From an optimization exercise on the open Yosys and OpenROAD flow, aimed at small area, a short achievable clock period and few clock cycles; shortcuts taken in it are not production practice. In this exercise RTL edits were held to simulation tests only and were not proved equivalent to the original. Power is estimated from default activity; no workload was simulated.

==> flow/run.sh <==
#!/bin/bash
# synth_recipe.tcl (not shown) runs the flow's synth.tcl, then flattens the netlist and writes it again
# the make line also repeats each setting of config.mk as NAME=value (left out here)
make -C /OpenROAD-flow-scripts/flow DESIGN_CONFIG=/design/flow/config.mk WORK_HOME=/design/flow/orfs CLKGATE_MAP_FILE= SYNTH_SCRIPT=/design/flow/synth_recipe.tcl finish
==> flow/config.mk <==
export PLATFORM = sky130hd
export DESIGN_NAME = lpt
export DESIGN_NICKNAME = lpt
export VERILOG_FILES = /design/flow/design.v
export SDC_FILE = /design/flow/constraint.sdc
export NUM_CORES = 4
export LEC_CHECK = 0
export CAP_MARGIN = 20
export CORE_MARGIN = 2
export CORE_UTILIZATION = 50
export PLACE_DENSITY = 0.65
export SETUP_SLACK_MARGIN = 3.5
export SLEW_MARGIN = 20
==> flow/constraint.sdc <==
create_clock -name core_clock -period 10.0 [get_ports {clk}]
set_input_delay 2.0000 -clock core_clock [delete_from_list [all_inputs] [get_ports {clk}]]
set_output_delay 2.0000 -clock core_clock [all_outputs]
set_load 0.01 [all_outputs]
==> flow/design.v <==
module lpt_calc (
    input  wire        clk,
    input  wire        rst,
    input  wire        start,      
    input  wire        go,         
    input  wire [1:0]  op,         
    input  wire        w16,        
    input  wire        wr0,        
    input  wire        wr1,        
    input  wire [31:0] wdata,
    input  wire [31:0] arg1,
    output wire        done,       
    output wire        commit,     
    output wire        wide,       
    output wire        pl_rdy,     
    output wire [30:0] pl_val,
    output reg  [7:0]  fault,      
    output reg  [30:0] res0,       
    output reg  [2:0]  res_sel     
);
    localparam [1:0] S_IDLE = 2'd0, S_RUN = 2'd1, S_DONE = 2'd2;
    localparam [7:0] F_DIV0 = 8'h03, F_CMP = 8'h04, F_COUNT = 8'h05;
    reg  [1:0]  state;
    reg  [1:0]  opr;         
    reg         wide_r;
    reg         early;       
    reg         didgo;       
    reg         stale;       
    reg  [33:0] acc;         
    reg  [31:0] dv;          
    reg  [5:0]  lz0, lz1;    
    reg  [31:0] m;           
    reg  [8:0]  z;           
    reg  [2:0]  cp;          
    reg         ovf;         
    reg         sgn;         
    reg  [4:0]  cnt;         
    reg         ex;          
    reg  [1:0]  fcode;       
    reg  [31:0] fqr;         
    reg  [8:0]  r5;          
    reg  [2:0]  bgc;         
    reg         bgf;         
    wire idle   = (state == S_IDLE);
    wire fin    = (state == S_DONE);
    assign done   = (state == S_RUN && cnt == 5'd1) || (fin && !early);
    assign commit = fin && didgo;
    assign wide   = wide_r;
    wire fq_rdy = (bgc == 3'd0);
    reg  pg, pv;
    wire pre1  = idle && fq_rdy && !pg;
    wire pre2  = idle && fq_rdy && pg && !pv;
    assign pl_rdy = pv;
    assign pl_val = m[30:0];
    wire [31:0] sh_in = (wr0 || wr1) ? wdata : arg1;
    function [3:0] lzc8;
        input [7:0] x;
        begin
            casez (x)
                8'b1???????: lzc8 = 4'd0;
                8'b01??????: lzc8 = 4'd1;
                8'b001?????: lzc8 = 4'd2;
                8'b0001????: lzc8 = 4'd3;
                8'b00001???: lzc8 = 4'd4;
                8'b000001??: lzc8 = 4'd5;
                8'b0000001?: lzc8 = 4'd6;
                8'b00000001: lzc8 = 4'd7;
                default:     lzc8 = 4'd8;
            endcase
        end
    endfunction
    wire [3:0] lzb3 = lzc8(sh_in[31:24]);
    wire [3:0] lzb2 = lzc8(sh_in[23:16]);
    wire [3:0] lzb1 = lzc8(sh_in[15:8]);
    wire [3:0] lzb0 = lzc8(sh_in[7:0]);
    wire       nz3 = |sh_in[31:24];
    wire       nz2 = |sh_in[23:16];
    wire       nz1 = |sh_in[15:8];
    wire       nz0 = |sh_in[7:0];
    reg  [5:0] lz;
    always @* begin
        if (nz3)      lz = {3'd0, lzb3[2:0]};
        else if (nz2) lz = {3'd1, lzb2[2:0]};
        else if (nz1) lz = {3'd2, lzb1[2:0]};
        else if (nz0) lz = {3'd3, lzb0[2:0]};
        else          lz = 6'd32;
    end
    wire [31:0] sh16 = lz[4] ? {sh_in[15:0], 16'd0} : sh_in;
    wire [31:0] sh8  = lz[3] ? {sh16[23:0], 8'd0}   : sh16;
    wire [31:0] sh4  = lz[2] ? {sh8[27:0], 4'd0}    : sh8;
    wire [31:0] sh2  = lz[1] ? {sh4[29:0], 2'd0}    : sh4;
    wire [31:0] sh_out = lz[0] ? {sh2[30:0], 1'b0} : sh2;
    wire        bg_small = (lz[5:2] >= 4'd6);
    wire [2:0]  bg_cyc   = 3'd6 - lz[4:2];
    function [9:0] d500;    
        input [8:0] r;
        input       b;
        reg   [9:0] v, t;
        reg         ge;
        begin
            v  = {r, b};
            ge = v[9] | (v[8] & v[7] & v[6] & v[5] & v[4] & (v[3] | v[2]));
            t  = v - 10'd500;
            d500 = ge ? {1'b1, t[8:0]} : {1'b0, v[8:0]};
        end
    endfunction
    wire [8:0]  br0 = bgf ? {1'b0, fqr[31:24]} : r5;
    wire [3:0]  bb  = bgf ? fqr[23:20] : fqr[31:28];
    wire [9:0]  bs0 = d500(br0,       bb[3]);
    wire [9:0]  bs1 = d500(bs0[8:0],  bb[2]);
    wire [9:0]  bs2 = d500(bs1[8:0],  bb[1]);
    wire [9:0]  bs3 = d500(bs2[8:0],  bb[0]);
    wire [3:0]  bq  = {bs0[9], bs1[9], bs2[9], bs3[9]};
    wire [31:0] fqr_nx = bgf ? {fqr[19:0], 8'd0, bq} : {fqr[27:0], bq};
    wire [23:0] fq = fqr[23:0];
    wire [8:0]  fr = r5;
    wire podd = idle && lz1[0];
    wire b1 = podd ? 1'b0 : acc[31];
    wire b2 = podd ? acc[31] : acc[30];
    wire [11:0] fr5  = {3'd0, fr} - 12'd500;
    wire [11:0] fr10 = {3'd0, fr} - 12'd1000;
    function [10:0] zstep;    
        input [8:0]  zi;
        input        b;
        input [8:0]  r;
        input [11:0] r5m, r10m;
        reg   [11:0] v0, v1, v2;
        begin
            v0 = {2'b0, zi, 1'b0} + (b ? {3'b0, r} : 12'd0);
            v1 = {2'b0, zi, 1'b0} + (b ? r5m  : 12'hE0C);     
            v2 = {2'b0, zi, 1'b0} + (b ? r10m : 12'hC18);     
            if (!v2[11])      zstep = {2'd2, v2[8:0]};
            else if (!v1[11]) zstep = {2'd1, v1[8:0]};
            else              zstep = {2'd0, v0[8:0]};
        end
    endfunction
    wire [8:0]  zin = idle ? 9'd0 : z;
    wire [10:0] zs1 = zstep(zin, b1, fr, fr5, fr10);
    wire [10:0] zs2 = zstep(zs1[8:0], b2, fr, fr5, fr10);
    wire [2:0]  cnew = {zs1[10:9], 1'b0} + {1'b0, zs2[10:9]};
    wire [33:0] o1 = pre2 ? {fq[22:0], 11'd0} : idle ? 34'd0 : {1'b0, m[30:0], 2'b00};
    wire [33:0] o2 = pre2 ? ~{2'd0, fq, 8'd0} : idle ? 34'd0 : {29'd0, cp, 2'b00};
    wire [33:0] o3 = pre2 ? {7'd0, fq, 3'd0} : b1 ? {9'd0, fq, 1'b0} : 34'd0;
    wire [33:0] o4 = pre2 ? {22'd0, z, cp} : b2 ? {10'd0, fq} : 34'd0;
    wire [33:0] s1  = o1 ^ o2 ^ o3;
    wire [33:0] c1  = {((o1 & o2) | (o1 & o3) | (o2 & o3)), pre2};
    wire [33:0] ys  = s1 ^ c1 ^ o4;
    wire [33:0] yc  = {((s1 & c1) | (s1 & o4) | (c1 & o4)), 1'b0};
    wire [33:0] ysum = ys + yc;
    wire [31:0] yfin = {1'b0, m[30:0]} + {29'd0, cp};
    function [8:0] gtab;      
        input [6:0] x;
        begin
            case (x)
            7'd0: gtab = 9'd0;
            7'd1: gtab = 9'd3;
            7'd2: gtab = 9'd7;
            7'd3: gtab = 9'd10;
            7'd4: gtab = 9'd14;
            7'd5: gtab = 9'd18;
            7'd6: gtab = 9'd21;
            7'd7: gtab = 9'd25;
            7'd8: gtab = 9'd28;
            7'd9: gtab = 9'd32;
            7'd10: gtab = 9'd36;
            7'd11: gtab = 9'd39;
            7'd12: gtab = 9'd43;
            7'd13: gtab = 9'd46;
            7'd14: gtab = 9'd50;
            7'd15: gtab = 9'd54;
            7'd16: gtab = 9'd57;
            7'd17: gtab = 9'd61;
            7'd18: gtab = 9'd64;
            7'd19: gtab = 9'd68;
            7'd20: gtab = 9'd72;
            7'd21: gtab = 9'd75;
            7'd22: gtab = 9'd79;
            7'd23: gtab = 9'd82;
            7'd24: gtab = 9'd86;
            7'd25: gtab = 9'd90;
            7'd26: gtab = 9'd93;
            7'd27: gtab = 9'd97;
            7'd28: gtab = 9'd100;
            7'd29: gtab = 9'd104;
            7'd30: gtab = 9'd108;
            7'd31: gtab = 9'd111;
            7'd32: gtab = 9'd115;
            7'd33: gtab = 9'd118;
            7'd34: gtab = 9'd122;
            7'd35: gtab = 9'd126;
            7'd36: gtab = 9'd129;
            7'd37: gtab = 9'd133;
            7'd38: gtab = 9'd136;
            7'd39: gtab = 9'd140;
            7'd40: gtab = 9'd144;
            7'd41: gtab = 9'd147;
            7'd42: gtab = 9'd151;
            7'd43: gtab = 9'd154;
            7'd44: gtab = 9'd158;
            7'd45: gtab = 9'd162;
            7'd46: gtab = 9'd165;
            7'd47: gtab = 9'd169;
            7'd48: gtab = 9'd172;
            7'd49: gtab = 9'd176;
            7'd50: gtab = 9'd180;
            7'd51: gtab = 9'd183;
            7'd52: gtab = 9'd187;
            7'd53: gtab = 9'd190;
            7'd54: gtab = 9'd194;
            7'd55: gtab = 9'd198;
            7'd56: gtab = 9'd201;
            7'd57: gtab = 9'd205;
            7'd58: gtab = 9'd208;
            7'd59: gtab = 9'd212;
            7'd60: gtab = 9'd216;
            7'd61: gtab = 9'd219;
            7'd62: gtab = 9'd223;
            7'd63: gtab = 9'd226;
            7'd64: gtab = 9'd230;
            7'd65: gtab = 9'd234;
            7'd66: gtab = 9'd237;
            7'd67: gtab = 9'd241;
            7'd68: gtab = 9'd244;
            7'd69: gtab = 9'd248;
            7'd70: gtab = 9'd252;
            7'd71: gtab = 9'd255;
            7'd72: gtab = 9'd259;
            7'd73: gtab = 9'd262;
            7'd74: gtab = 9'd266;
            7'd75: gtab = 9'd270;
            7'd76: gtab = 9'd273;
            7'd77: gtab = 9'd277;
            7'd78: gtab = 9'd280;
            7'd79: gtab = 9'd284;
            7'd80: gtab = 9'd288;
            7'd81: gtab = 9'd291;
            7'd82: gtab = 9'd295;
            7'd83: gtab = 9'd298;
            7'd84: gtab = 9'd302;
            7'd85: gtab = 9'd306;
            7'd86: gtab = 9'd309;
            7'd87: gtab = 9'd313;
            7'd88: gtab = 9'd316;
            7'd89: gtab = 9'd320;
            7'd90: gtab = 9'd324;
            7'd91: gtab = 9'd327;
            7'd92: gtab = 9'd331;
            7'd93: gtab = 9'd334;
            7'd94: gtab = 9'd338;
            7'd95: gtab = 9'd342;
            7'd96: gtab = 9'd345;
            7'd97: gtab = 9'd349;
            7'd98: gtab = 9'd352;
            7'd99: gtab = 9'd356;
            7'd100: gtab = 9'd360;
            7'd101: gtab = 9'd363;
            7'd102: gtab = 9'd367;
            7'd103: gtab = 9'd370;
            7'd104: gtab = 9'd374;
            7'd105: gtab = 9'd378;
            7'd106: gtab = 9'd381;
            7'd107: gtab = 9'd385;
            7'd108: gtab = 9'd388;
            7'd109: gtab = 9'd392;
            7'd110: gtab = 9'd396;
            7'd111: gtab = 9'd399;
            7'd112: gtab = 9'd403;
            7'd113: gtab = 9'd406;
            7'd114: gtab = 9'd410;
            7'd115: gtab = 9'd414;
            7'd116: gtab = 9'd417;
            7'd117: gtab = 9'd421;
            7'd118: gtab = 9'd424;
            7'd119: gtab = 9'd428;
            7'd120: gtab = 9'd432;
            7'd121: gtab = 9'd435;
            7'd122: gtab = 9'd439;
            7'd123: gtab = 9'd442;
            7'd124: gtab = 9'd446;
            default: gtab = 9'd0;
            endcase
        end
    endfunction
    wire        gj3  = (fr >= 9'd375);
    wire        gj2  = (fr >= 9'd250);
    wire        gj1  = (fr >= 9'd125);
    wire [8:0]  gx   = fr - (gj3 ? 9'd375 : gj2 ? 9'd250 : gj1 ? 9'd125 : 9'd0);
    wire [11:0] gval = {3'd0, gtab(gx[6:0])} +
                       (gj3 ? 12'd1350 : gj2 ? 12'd900 : gj1 ? 12'd450 : 12'd0);
    wire [33:0] dvx = {2'b00, dv};
    wire [33:0] p1  = acc + (sgn ? dvx : ~dvx) + {33'd0, !sgn};
    wire        q1  = !p1[33];
    wire [33:0] pp1 = {p1[32:0], 1'b0};
    wire [33:0] p2  = pp1 + (q1 ? ~dvx : dvx) + {33'd0, q1};
    wire        q2  = !p2[33];
    wire [6:0]  t0     = {1'b0, lz0} - {1'b0, lz1};
    wire [6:0]  t0e    = {1'b0, lz0} - {1'b0, lz1};
    wire        a0z    = lz0[5];
    wire        cmp_bad = lz1[5] || t0[6] || (t0 == 7'd0) ||
                          (w16 ? (t0 >= 7'd29) : (t0 >= 7'd21));
    function [7:0] ktab;      
        input [6:0] x;        
        input       w;
        begin
            if (x[6] || x == 7'd0)      ktab = {1'b1, 1'b0, 2'd3, 3'd1, 1'b0};
            else if (!w) begin
                if      (x <= 7'd3)     ktab = {1'b1, 1'b0, 2'd2, 3'd2, 1'b0};
                else if (x <= 7'd5)     ktab = {1'b1, 1'b0, 2'd1, 3'd3, 1'b0};
                else if (x == 7'd6)     ktab = {1'b1, 1'b0, 2'd1, 3'd4, 1'b0};
                else if (x == 7'd7)     ktab = {1'b1, 1'b0, 2'd1, 3'd5, 1'b0};
                else if (x == 7'd8)     ktab = {1'b1, 1'b0, 2'd2, 3'd6, 1'b0};
                else if (x <= 7'd10)    ktab = {1'b1, 1'b1, 2'd0, 3'd7, 1'b0};
                else                    ktab = 8'd0;
            end else begin
                if      (x <= 7'd3)     ktab = {1'b1, 1'b0, 2'd3, 3'd2, 1'b0};
                else if (x <= 7'd6)     ktab = {1'b1, 1'b0, 2'd2, 3'd3, 1'b0};
                else if (x <= 7'd8)     ktab = {1'b1, 1'b0, 2'd2, 3'd4, 1'b0};
                else if (x <= 7'd10)    ktab = {1'b1, 1'b1, 2'd0, 3'd5, 1'b0};
                else                    ktab = 8'd0;
            end
        end
    endfunction
    function [3:0] kval;
        input [2:0] idx;
        input       w;
        begin
            case (idx)
                3'd1: kval = 4'd0;
                3'd2: kval = 4'd3;
                3'd3: kval = w ? 4'd6 : 4'd5;
                3'd4: kval = w ? 4'd8 : 4'd6;
                3'd5: kval = w ? 4'd10 : 4'd7;
                3'd6: kval = 4'd8;
                default: kval = 4'd10;
            endcase
        end
    endfunction
    wire [6:0]  xa  = t0 - (w16 ? 7'd17 : 7'd9);      
    wire [6:0]  xb  = t0 - (w16 ? 7'd18 : 7'd10);     
    wire [7:0]  kta = ktab(xa, w16);
    wire [7:0]  ktb = ktab(xb, w16);
    wire [5:0]  nsa = t0e[5:0] - {2'd0, kval(kta[3:1], w16)};    
    wire [5:0]  nsb = t0e[5:0] - {2'd0, kval(ktb[3:1], w16)};
    wire [4:0]  pra = nsa[5:1] - {4'd0, !nsa[0]};              
    wire [4:0]  prb = nsb[5:1] - {4'd0, !nsb[0]};
    wire        qt0 = q1;                                      
    wire [7:0]  ktc = qt0 ? kta : ktb;
    wire [5:0]  nsc = qt0 ? nsa : nsb;
    wire [4:0]  p_rest = qt0 ? pra : prb;
    wire        p_end  = qt0 ? (pra == 5'd0 || !kta[7]) : (prb == 5'd0 || !ktb[7]);
    reg         klast;
    reg  [1:0]  kdelta;
    reg  [2:0]  kidx;
    wire [5:0]  t_h    = 6'd33 - {1'b0, lz1[4:0]};
    wire [4:0]  t_rest = lz1[5] ? 5'd0 : (t_h[5:1] - 5'd1);
    wire [17:0] q0  = ex ? m[18:1] : m[17:0];
    wire        fit0 = (q0 != 18'd0) &&
                       (wide_r ? (q0[17] == 1'b0 && (!q0[16] || q0[15:0] == 16'd0))
                             : (q0[17:9] == 9'd0 && (!q0[8] || q0[7:0] == 8'd0)));
    reg  [16:0] q1s;
    always @* begin
        case (kdelta)
            2'd1: q1s = q0[17:1];
            2'd2: q1s = {1'b0, q0[17:2]};
            default: q1s = {2'b0, q0[17:3]};
        endcase
    end
    wire [16:0] qsel = fit0 ? q0[16:0] : q1s;
    wire [16:0] cval = qsel - 17'd1;
    wire        pfound = fit0 || (!klast && q0 != 18'd0);
    wire [2:0]  psel = fit0 ? kidx : (kidx + 3'd1);
    always @* begin
        fault   = 8'd0;
        res0    = 31'd0;
        res_sel = 3'd0;
        case (fcode)
            2'd1: fault = F_DIV0;
            2'd2: fault = F_CMP;
            default: begin
                if (opr == 2'd0) begin
                    if (!pfound) fault = F_CMP;
                    else begin
                        res0    = {14'd0, cval};
                        res_sel = psel;
                    end
                end else begin
                    if (ovf || yfin[31]) fault = F_COUNT;
                    else res0 = yfin[30:0];
                end
            end
        endcase
    end
    always @(posedge clk) begin
        if (rst) begin
            state <= S_IDLE;
            opr   <= 2'd0;
            wide_r <= 1'b0;
            early <= 1'b0;
            didgo <= 1'b0;
            stale <= 1'b0;
            acc   <= 34'd0;
            dv    <= 32'd0;
            lz0   <= 6'd32;
            lz1   <= 6'd32;
            m     <= 32'd0;
            z     <= 9'd0;
            cp    <= 3'd0;
            ovf   <= 1'b0;
            sgn   <= 1'b0;
            cnt   <= 5'd0;
            ex    <= 1'b0;
            klast <= 1'b0;
            kdelta <= 2'd0;
            kidx  <= 3'd0;
            fcode <= 2'd0;
            fqr   <= 32'd0;
            r5    <= 9'd0;
            bgc   <= 3'd0;
            bgf   <= 1'b0;
            pg    <= 1'b0;
            pv    <= 1'b0;
        end else begin
            if (wr0) begin
                dv  <= sh_out;
                lz0 <= lz;
                if (bg_small) begin
                    fqr <= 32'd0;
                    r5  <= {1'b0, wdata[7:0]};
                    bgc <= 3'd0;
                end else begin
                    fqr <= sh4;
                    bgc <= bg_cyc;
                end
                bgf <= 1'b1;
            end else if (bgc != 3'd0) begin
                fqr <= fqr_nx;
                r5  <= bs3[8:0];
                bgc <= bgc - 3'd1;
                bgf <= 1'b0;
            end
            if (wr1) begin
                acc <= {2'b00, sh_out};
                lz1 <= lz;
            end
            if (wr1 || ((fin || idle) && !wr0))
                stale <= 1'b0;
            if ((fin || idle) && stale && !wr0 && !wr1)
                acc <= {2'b00, sh_out};
            if (wr0 || !idle) begin
                pg <= 1'b0;
                pv <= 1'b0;
            end else if (pre1) begin
                {z, cp} <= gval;
                pg <= 1'b1;
            end else if (pre2) begin
                m  <= {1'b0, ysum[30:0]};
                pv <= 1'b1;
            end
            case (state)
                S_IDLE: begin
                    if (start && !stale) begin
                        opr   <= op;
                        wide_r <= w16;
                        fcode <= 2'd0;
                        early <= 1'b0;
                        didgo <= go;
                        if (!go) begin
                            state <= S_DONE;
                        end else if (op == 2'd0) begin
                            if (a0z) begin
                                fcode <= 2'd1;
                                state <= S_DONE;
                            end else if (cmp_bad) begin
                                fcode <= 2'd2;
                                state <= S_DONE;
                            end else begin
                                acc <= {p2[32:0], 1'b0};
                                stale <= 1'b1;
                                sgn <= !q2;
                                m   <= {30'd0, q1, q2};
                                cnt <= p_rest;
                                ex  <= nsc[0];
                                klast  <= ktc[6];
                                kdelta <= ktc[5:4];
                                kidx   <= ktc[3:1];
                                if (!ktc[7])
                                    fcode <= 2'd2;
                                state <= p_end ? S_DONE : S_RUN;
                            end
                        end else if (fq_rdy && !pre2) begin
                            acc <= lz1[0] ? {acc[32:0], 1'b0} : {acc[31:0], 2'b00};
                            stale <= 1'b1;
                            z   <= zs2[8:0];
                            cp  <= cnew;
                            m   <= {1'b0, ysum[30:0]};
                            ovf <= (ysum[33:31] != 3'd0);
                            cnt <= t_rest;
                            state <= (t_rest == 5'd0) ? S_DONE : S_RUN;
                        end
                    end
                end
                S_RUN: begin
                    cnt <= cnt - 5'd1;
                    if (cnt == 5'd1) begin
                        state <= S_DONE;
                        early <= 1'b1;
                    end
                    if (opr == 2'd0) begin
                        acc <= {p2[32:0], 1'b0};
                        sgn <= !q2;
                        m   <= {m[29:0], q1, q2};
                    end else begin
                        acc <= {acc[31:0], 2'b00};
                        z   <= zs2[8:0];
                        cp  <= cnew;
                        m   <= {1'b0, ysum[30:0]};
                        ovf <= ovf || (ysum[33:31] != 3'd0);
                    end
                end
                S_DONE: begin
                    state <= S_IDLE;
                    m     <= 32'd0;
                    z     <= 9'd0;
                    cp    <= 3'd0;
                    ovf   <= 1'b0;
                    sgn   <= 1'b0;
                end
                default: state <= S_IDLE;
            endcase
        end
    end
endmodule
module lpt #(
    parameter integer CPU_CLOCK_HZ = 16000000
) (
    input  wire        clk,
    input  wire        rst,        
    input  wire        req,
    input  wire        we,
    input  wire [7:0]  addr,
    input  wire [1:0]  size,       
    input  wire [31:0] wdata,
    output wire        ready,
    output reg  [31:0] rdata,
    output wire [19:0] line
);
    localparam integer NLINES = 20;
    localparam [3:0] F_ILLEGAL = 4'h1, F_ACCESS = 4'h2, F_COUNT  = 4'h5,
                     F_PIN     = 4'h6, F_NOTCFG = 4'h7, F_NOCH   = 4'h8;
    localparam integer CMP2_Q  = CPU_CLOCK_HZ / (57600 * 2);
    localparam integer CMP1_Q  = CPU_CLOCK_HZ / (1800 * 2);
    localparam integer CMP2_C  = CMP2_Q - 1;
    localparam integer CMP1_C  = CMP1_Q - 1;
    localparam [7:0]   CMP2_V  = CMP2_C[7:0];
    localparam [15:0]  CMP1_V  = CMP1_C[15:0];
    localparam [12:0]  TCOUNT_V   = 13'd5760;    
    localparam [5:0]   GATE_CYCLE = 6'd32;
    localparam [31:0]  PLAYS_MAX  = 32'd596523236;
    reg [31:0] arg0, arg1;
    reg [30:0] res0;            
    reg [2:0]  rsel;            
    reg        rwide;           
    reg [3:0]  fault;
    reg [1:0]  active_ch;
    reg        cfg1, ie1, ocr1_on;
    reg [4:0]  pin1;
    reg [12:0] tcnt1;
    reg [31:0] budget1;
    reg        cfg2, ie2, ocr2_on;
    reg [4:0]  pin2;
    reg [7:0]  tcnt2;
    reg [12:0] budget2;
    reg [5:0]  gate;
    reg        sig_on;
    reg [NLINES-1:0] level;    
    assign line = level;
    wire [15:0] ocr1 = ocr1_on ? CMP1_V : 16'd0;
    wire [7:0]  ocr2 = ocr2_on ? CMP2_V : 8'd0;
    wire bad_shape = (size != 2'b10) || (addr[1:0] != 2'b00) || (addr >= 8'h3C);
    wire wr_ok_reg = (addr == 8'h00) || (addr == 8'h04) || (addr == 8'h08);
    wire bad_acc   = bad_shape || (we && !wr_ok_reg);
    wire [31:0] cmd = wdata;
    wire is_calcp  = ((cmd & 32'hFFFFFFEF) == 32'h1);
    wire is_calct  = (cmd == 32'h2);
    wire is_cfgc   = ((cmd & 32'hFFFF00FF) == 32'h3);
    wire is_cfgs   = ((cmd & 32'hFFFF00FF) == 32'h4);
    wire is_playc  = (cmd == 32'h5);
    wire is_plays  = (cmd == 32'h6);
    wire is_playsi = (cmd == 32'h7);
    wire is_stop   = (cmd == 32'h8);
    wire is_isplay = (cmd == 32'h9);
    wire [7:0] cmd_pin = cmd[15:8];
    wire plays_big  = (arg0 >= PLAYS_MAX);
    wire plays_calc = cfg1 && !plays_big && (arg0 != 32'd0);
    wire long_cmd  = (fault == 4'd0) && (is_calcp || is_calct);
    wire cmd_bus   = we && (addr == 8'h00) && (size == 2'b10);
    wire may_long  = cmd_bus && ((wdata[3:0] == 4'h1) || (wdata[3:0] == 4'h2));
    wire may_pl    = cmd_bus && (wdata[3:0] == 4'h6);
    wire        calc_done;
    wire        calc_commit;
    wire        calc_wide;
    wire [7:0]  calc_fault;
    wire [30:0] calc_res0;
    wire [2:0]  calc_sel;
    wire        calc_pl_rdy;
    wire [30:0] calc_pl_val;
    assign ready = (!may_long || calc_done) && (!may_pl || calc_pl_rdy);
    wire   fire  = req && ready;
    wire wr_arg0 = fire && we && !bad_acc && (addr[3:2] == 2'd1);
    wire wr_arg1 = fire && we && !bad_acc && (addr[3:2] == 2'd2);
    lpt_calc u_calc (
        .clk      (clk),
        .rst      (rst),
        .start    (req && may_long),
        .go       (long_cmd),
        .op       (is_calcp ? 2'd0 : 2'd1),
        .w16      (cmd[4]),
        .wr0      (wr_arg0),
        .wr1      (wr_arg1),
        .wdata    (wdata),
        .arg1     (arg1),
        .done     (calc_done),
        .commit   (calc_commit),
        .wide     (calc_wide),
        .pl_rdy   (calc_pl_rdy),
        .pl_val   (calc_pl_val),
        .fault    (calc_fault),
        .res0     (calc_res0),
        .res_sel  (calc_sel)
    );
    wire        c_flt   = calc_commit && (calc_fault != 8'd0);
    wire        c_res   = calc_commit && (calc_fault == 8'd0);
    wire [3:0]  fault_c = (c_flt && fault == 4'd0) ? calc_fault[3:0] : fault;
    wire [30:0] res0_c  = c_res ? calc_res0 : res0;
    wire [2:0]  rsel_c  = c_res ? calc_sel  : rsel;
    wire        rwide_c = c_res ? calc_wide : rwide;
    reg [15:0] rp;
    always @* begin
        case (rsel_c)
            3'd1: rp = 16'd1;
            3'd2: rp = 16'd8;
            3'd3: rp = rwide_c ? 16'd64   : 16'd32;
            3'd4: rp = rwide_c ? 16'd256  : 16'd64;
            3'd5: rp = rwide_c ? 16'd1024 : 16'd128;
            3'd6: rp = 16'd256;
            3'd7: rp = 16'd1024;
            default: rp = 16'd0;
        endcase
    end
    always @* begin
        rdata = 32'd0;
        if (!bad_acc && !we) begin
            case (addr[5:2])
                4'h1: rdata = arg0;
                4'h2: rdata = arg1;
                4'h3: rdata = {1'b0, res0_c};
                4'h4: rdata = {rp, 8'd0, 5'd0, rsel_c};
                4'h5: rdata = {22'd0, cfg2, cfg1, (fault_c != 4'd0), sig_on,
                               active_ch, cfg2, cfg1, ie2, ie1};
                4'h6: rdata = {28'd0, fault_c};
                4'h7: rdata = {3'd0, pin1, 7'd0, cfg1, ocr1};
                4'h8: rdata = {3'd0, pin2, 7'd0, cfg2, 8'd0, ocr2};
                4'h9: rdata = {16'd0, cfg1 ? CMP1_V : 16'd0};
                4'hA: rdata = {24'd0, cfg2 ? CMP2_V : 8'd0};
                4'hB: rdata = {19'd0, cfg2 ? TCOUNT_V : 13'd0};
                4'hC: rdata = budget1;
                4'hD: rdata = {19'd0, budget2};
                4'hE: rdata = {26'd0, gate};
                default: rdata = 32'd0;
            endcase
        end
    end
    reg [31:0] n_arg0, n_arg1;
    reg [30:0] n_res0;
    reg [2:0]  n_rsel;
    reg        n_rwide;
    reg [3:0]  n_fault;
    reg [1:0]  n_active;
    reg        n_cfg1, n_ie1, n_ocr1_on;
    reg [4:0]  n_pin1;
    reg [12:0] n_tcnt1;
    reg [31:0] n_budget1;
    reg        n_cfg2, n_ie2, n_ocr2_on;
    reg [4:0]  n_pin2;
    reg [7:0]  n_tcnt2;
    reg [12:0] n_budget2;
    reg [5:0]  n_gate;
    reg        n_sig;
    reg [NLINES-1:0] n_level;
    reg        a1_tog, a1_clr, a2_tog, a2_clr, s1_clr, s2_clr;
    reg        ev1, ev2;
    reg [3:0]  hfault;
    always @* begin
        n_arg0 = arg0;   n_arg1 = arg1;   n_res0 = res0_c;
        n_rsel = rsel_c; n_rwide = rwide_c;
        n_fault = fault_c; n_active = active_ch;
        n_cfg1 = cfg1; n_ie1 = ie1; n_ocr1_on = ocr1_on; n_pin1 = pin1;
        n_budget1 = budget1;
        n_cfg2 = cfg2; n_ie2 = ie2; n_ocr2_on = ocr2_on; n_pin2 = pin2;
        n_budget2 = budget2;
        n_gate = gate; n_sig = sig_on;
        a1_tog = 1'b0; a1_clr = 1'b0; a2_tog = 1'b0; a2_clr = 1'b0;
        s1_clr = 1'b0; s2_clr = 1'b0;
        hfault = 4'd0;
        ev1 = 1'b0;
        n_tcnt1 = tcnt1;
        if (cfg1) begin
            if (tcnt1 == ocr1[12:0]) begin
                ev1 = 1'b1;
                n_tcnt1 = 13'd0;
            end else begin
                n_tcnt1 = tcnt1 + 13'd1;
            end
        end
        ev2 = 1'b0;
        n_tcnt2 = tcnt2;
        if (cfg2) begin
            if (tcnt2 == ocr2) begin
                ev2 = 1'b1;
                n_tcnt2 = 8'd0;
            end else begin
                n_tcnt2 = tcnt2 + 8'd1;
            end
        end
        if (ev1 && ie1) begin
            if (budget1 != 32'd0) begin
                a1_tog = 1'b1;
                if (!budget1[31])
                    n_budget1 = budget1 - 32'd1;
            end else begin
                n_ie1 = 1'b0;
                a1_clr = 1'b1;
            end
        end
        if (ev2 && ie2) begin
            if (gate != 6'd0) begin
                if (sig_on)
                    a2_tog = 1'b1;
                n_budget2 = budget2 - 13'd1;
                if (budget2 == 13'd1) begin
                    n_ie2 = 1'b0;
                    a2_clr = 1'b1;
                end
                n_gate = gate - 6'd1;
            end else begin
                n_gate = GATE_CYCLE;
                n_budget2 = budget2 - 13'd1;
                n_sig = ~sig_on;
                if (!sig_on)
                    a2_tog = 1'b1;
                else
                    a2_clr = 1'b1;
            end
        end
        if (fire) begin
            if (bad_acc) begin
                hfault = F_ACCESS;
            end else if (we) begin
                case (addr[3:2])
                    2'd1: n_arg0 = wdata;
                    2'd2: n_arg1 = wdata;
                    2'd0: begin
                        if (fault_c == 4'd0) begin
                            if (is_calcp || is_calct) begin
                            end else if (is_cfgc) begin
                                if (cmd_pin >= 8'd20) begin
                                    hfault = F_PIN;
                                end else begin
                                    n_pin2    = cmd_pin[4:0];
                                    n_cfg2    = 1'b1;
                                    n_active  = 2'd2;
                                end
                            end else if (is_cfgs) begin
                                if (cmd_pin >= 8'd20) begin
                                    hfault = F_PIN;
                                end else begin
                                    n_pin1    = cmd_pin[4:0];
                                    n_cfg1    = 1'b1;
                                    n_active  = 2'd1;
                                end
                            end else if (is_playc) begin
                                if (!cfg2) begin
                                    hfault = F_NOTCFG;
                                end else begin
                                    n_ocr2_on = 1'b1;
                                    n_budget2 = TCOUNT_V;
                                    n_gate    = GATE_CYCLE;
                                    n_sig     = 1'b1;
                                    n_ie2     = 1'b1;
                                end
                            end else if (is_plays) begin
                                if (!cfg1) begin
                                    hfault = F_NOTCFG;
                                end else if (plays_big) begin
                                    hfault = F_COUNT;
                                end else begin
                                    n_ocr1_on = 1'b1;
                                    n_budget1 = {1'b0, plays_calc ? calc_pl_val : 31'd0};
                                    n_ie1     = 1'b1;
                                end
                            end else if (is_playsi) begin
                                if (!cfg1) begin
                                    hfault = F_NOTCFG;
                                end else begin
                                    n_ocr1_on = 1'b1;
                                    n_budget1 = 32'hFFFFFFFF;
                                    n_ie1     = 1'b1;
                                end
                            end else if (is_stop) begin
                                if (active_ch == 2'd0) begin
                                    hfault = F_NOCH;
                                end else if (active_ch == 2'd1) begin
                                    n_ie1 = 1'b0;
                                    s1_clr = 1'b1;
                                end else begin
                                    n_ie2 = 1'b0;
                                    s2_clr = 1'b1;
                                end
                            end else if (is_isplay) begin
                                if (active_ch == 2'd0)
                                    hfault = F_NOCH;
                                else
                                    n_res0 = {30'd0, (active_ch == 2'd1) ? n_ie1 : n_ie2};
                            end else begin
                                hfault = F_ILLEGAL;
                            end
                        end
                    end
                    default: ;
                endcase
            end
            if (fault_c == 4'd0)
                n_fault = hfault;
        end
    end
    integer ln;
    reg     lx;
    always @* begin
        for (ln = 0; ln < NLINES; ln = ln + 1) begin
            lx = level[ln];
            if (pin1 == ln)
                lx = a1_clr ? 1'b0 : (lx ^ a1_tog);
            if (pin2 == ln)
                lx = a2_clr ? 1'b0 : (lx ^ a2_tog);
            if (((pin1 == ln) && s1_clr) || ((pin2 == ln) && s2_clr))
                lx = 1'b0;
            n_level[ln] = lx;
        end
    end
    always @(posedge clk) begin
        if (rst) begin
            arg0 <= 32'd0; arg1 <= 32'd0; res0 <= 31'd0; rsel <= 3'd0; rwide <= 1'b0;
            fault <= 4'd0; active_ch <= 2'd0;
            cfg1 <= 1'b0; ie1 <= 1'b0; ocr1_on <= 1'b0; pin1 <= 5'd0;
            tcnt1 <= 13'd0; budget1 <= 32'd0;
            cfg2 <= 1'b0; ie2 <= 1'b0; ocr2_on <= 1'b0; pin2 <= 5'd0;
            tcnt2 <= 8'd0; budget2 <= 13'd0;
            gate <= 6'd0; sig_on <= 1'b0;
        end else begin
            level <= n_level;
            arg0 <= n_arg0; arg1 <= n_arg1; res0 <= n_res0; rsel <= n_rsel; rwide <= n_rwide;
            fault <= n_fault; active_ch <= n_active;
            cfg1 <= n_cfg1; ie1 <= n_ie1; ocr1_on <= n_ocr1_on; pin1 <= n_pin1;
            tcnt1 <= n_tcnt1; budget1 <= n_budget1;
            cfg2 <= n_cfg2; ie2 <= n_ie2; ocr2_on <= n_ocr2_on; pin2 <= n_pin2;
            tcnt2 <= n_tcnt2; budget2 <= n_budget2;
            gate <= n_gate; sig_on <= n_sig;
        end
    end
endmodule
==> results.py <==
metrics = {
    "outcome": {
        "status": "complete, no violations",
    },
    "setup_path": {
        "cp_data_arrival_time_ps": 4680,
        "crit_type": "in -> out",
        "cp_data_required_time_ps": 8000,
        "end_kind": "output pin",
        "worst-path-max-fanout": 32,
        "crit_path_start_kind": "primary input",
    },
    "detailed_routing": {
        "ant_nets": 0,
        "wl_mm": 188,
        "dr.pass1.iters": 10,
        "wire_per_inst_um": 25.9,
        "viasPerCell": 6.78,
        "via_count": 49231,
        "drc": 0,
        "drt_iter0_drc": 7089,
    },
    "power": {
        "peakVddDrop_mv": 0.486,
        "leakage_nw": 18.8,
        "power_per_cell_area_nw_per_um2": 381,
    },
    "timing": {
        "post-route-min-period_ps": 6680,
        "drv_slew": 0,
        "worst_pin_slew_ps": 1080,
        "fin_tns_setup_ps": 0,
        "fmaxAchievable_mhz": 150,
        "fin_skew_ps": 32.5,
        "min_period_over_period_pct": 66.8,
        "relSlewSlack_pct": 27.7,
        "finalHoldViolCount": 0,
        "rsz0062_at_grt": "true",
        "setup_violations": 0,
    },
    "clocking": {
        "numCtsBuffers": 51,
        "cts_root_buffer": "clkbuf_16",
        "clk_pin_slew_worst_paths_ps": 60,
        "cts_buffer_depth": 3,
        "cts_tree": "built",
        "cts_hold_buffers": 0,
        "cts.sinks": 405,
        "clkLatencyLatePin_ps": 640,
        "htreeDepth": 2,
    },
    "synthesis": {
        "synth-warning-count": 2,
        "seq_area_frac_synth_pct": 19.1,
        "synth_area_um2": 43500,
        "synth.avg_cell_area_um2": 7.16,
        "synth.ff_latch_count": 405,
        "synth_edf_count": 20,
        "synth_nets": 6413,
        "ys.flop_type": "dfxtp_1",
        "ys_types": 110,
        "syn_inst": 6071,
        "synthArstFlopShare_pct": 0,
    },
    "floorplan": {
        "rows": 108,
        "die_w_um": 299,
        "die_h_um": 299,
        "io_pins": 99,
        "die-area_um2": 89300,
        "core_um2": 86500,
        "initial_core_util_pct": 50.3,
    },
    "placement": {
        "io_buffers": 98,
        "dpl.hpwl_mm": 134,
        "placed_area_um2": 45400,
        "gp_congestion": 1.06,
        "post-place-cells": 7026,
    },
    "finish": {
        "post-route-cell-area_um2": 50300,
        "mostFrequentLayoutCell": "nand2_1",
        "drive_gt1_share_pct": 13.2,
        "syn2layout_area_growth_pct": 15.8,
        "fin_cells": 7258,
        "final_util_pct": 58.2,
        "nets": 6402,
        "fill_cells": 8225,
        "mostFrequentLayoutCells": "nand2_1 (715), nor2_1 (585), a21oi_1 (562)",
    },
    "global_routing": {
        "grt_pass1_vias": 44405,
        "grt_max_degree": 156,
        "overflow": 0,
        "grt_pass1_wl_mm": 277,
        "antenna_found_initial": 5,
        "grt_usage_pct": 39.4,
    },
    "job": {
        "drv_cap": 0,
    },
    "hold_path": {
        "hp-class": "reg -> reg",
    },
}
-- report_power, final --
| group | leakage (nW) | internal [mW] | total, mW | switching (mW) |
|---|---|---|---|---|
| clock | 0.873 | 1.19 | 2.00 | 0.808 |
| combinational | 14.7 | 6.22 | 15.2 | 9.02 |
| sequential | 3.27 | 1.72 | 1.97 | 0.247 |
| total | 18.8 | 9.13 | 19.2 | 10.1 |
-- cell families (layout without fill, tap and decap cells) --
logic type	count (synthesis)	count (layout)	synth area share (%)
simple gates	2197	2198	23.6
compound gates	1946	1948	29.3
buf+inv	641	669	5.70
flops	405	405	19.1
xor+xnor	354	354	7.21
fa+ha+maj	297	297	9.49
mux	230	230	5.65
other cells	1	2	0.00863
-- metrics by stage --
stage,power (mW),setup slack (ps),hold slack (ps)
after floorplan,12.0,3340,432
after global placement,14.7,2030,457
after detailed placement,14.8,1870,464
after CTS,17.5,3430,474
after global routing,20.5,3340,482
final,19.2,3320,474
-- layout make-up --
class	instances	area [µm²]	share of cell area, %
Multi-Input combinational cell	5028	34600	68.7
Sequential cell	405	8380	16.6
Timing Repair Buffer	328	3170	6.29
Clock buffer	74	1490	2.95
Tap cell	1155	1450	2.87
Inverter	244	970	1.93
Clock inverter	21	288	0.572
Timing Repair inverter	2	12.5	0.0249
Antenna cell	1	2.50	0.00497
-- cell usage after synthesis, types with 112 or more instances --
| library cell | count | area (µm²) |
|---|---|---|
| nor2_1 | 612 | 2300 |
| a21oi_1 | 594 | 2970 |
| a31oi_1 | 112 | 701 |
| inv_1 | 238 | 893 |
| nand3_1 | 133 | 666 |
| clkbuf_1 | 302 | 1130 |
| ha_1 | 241 | 3020 |
| nand2_1 | 735 | 2760 |
| nor3_1 | 184 | 921 |
| mux2i_1 | 145 | 1450 |
| o21ai_0 | 328 | 1640 |
| dfxtp_1 | 385 | 7710 |
| xnor2_1 | 240 | 2100 |
-- repair_timing --
action	4_1_cts	5_1_grt
resized for setup	249	275
setup endpoints to repair	175	135
gates cloned	5	11
buffers inserted	40	80
pin swaps	40	94
-- worst paths after layout --
| check | from | end | slack, ps | depth (start not counted) |
|---|---|---|---|---|
| max | addr[4] | rdata[26] | 3320 | 8 |
| min | arg0[9] | arg0[9] | 470 | 2 |
| max reg2reg | u_calc.sgn | u_calc.acc[27] | 3550 | 27 |
| min reg2reg | arg0[9] | arg0[9] | 470 | 2 |
-- per-layer routing --
layer / up-vias / track usage (%) / wire (µm)
met2: 3207 / 59.8 / 79800
li1: 22223 / - / -
met4: 4 / 22.5 / 13500
met3: 701 / 7.60 / 20500
met1: 23096 / 52.3 / 74400
met5: - / 0 / 28
-- worst max-delay path: stages --
cell and delay [ps]:
clkdlybuf4s15_2 370, nor3_2 90, buf_6 200, a222oi_1 850
o211ai_1 330, a21oi_1 260, nor2_1 60, clkdlybuf4s50_1 490
-- registers in the layout, summed over array words and instances, names as in the netlist, 8 cells and up --
name and cells:
u_calc.m 31, u_calc.r5 9, budget2 13, u_calc.dv 32, u_calc.fqr 32, u_calc.z 9
arg1 32, u_calc.acc 34, tcnt1 13, arg0 32, res0 31, budget1 32
tcnt2 8, level 20
Testbench counts, summed over its fixed seeds: cycles 3,568.

==> port drivers added, routing unchanged <==
The flow's constraints put no driver on any port. The routed layout listed below was extracted and timed again, unchanged, in two steps.
Step 1 (the two cells are an assumption about what drives the block):
set clk [get_ports {clk}]
set_driving_cell -lib_cell sky130_fd_sc_hd__clkbuf_16 $clk
set_driving_cell -lib_cell sky130_fd_sc_hd__buf_2 [delete_from_list [all_inputs] $clk]
Step 2 adds t to the input delays and takes it off the output delays; t is the mean of the earliest and latest rising clock arrival at the registers after step 1. Input paths then give back, and output paths get back, about the clock's delay inside the block.
Three values: ideal, step 1, step 2; two values: the first two.
t (ns): 0.706
setup slack, ns: 3.323 / 3.176 / 2.861
worst setup path at the end: input to register
latest minus earliest clock arrival (ns): 0.034 / 0.035
After both steps this run still meets setup and hold. The setup slack of this run moves by -0.147 ns with the drivers and by -0.462 ns with both steps.
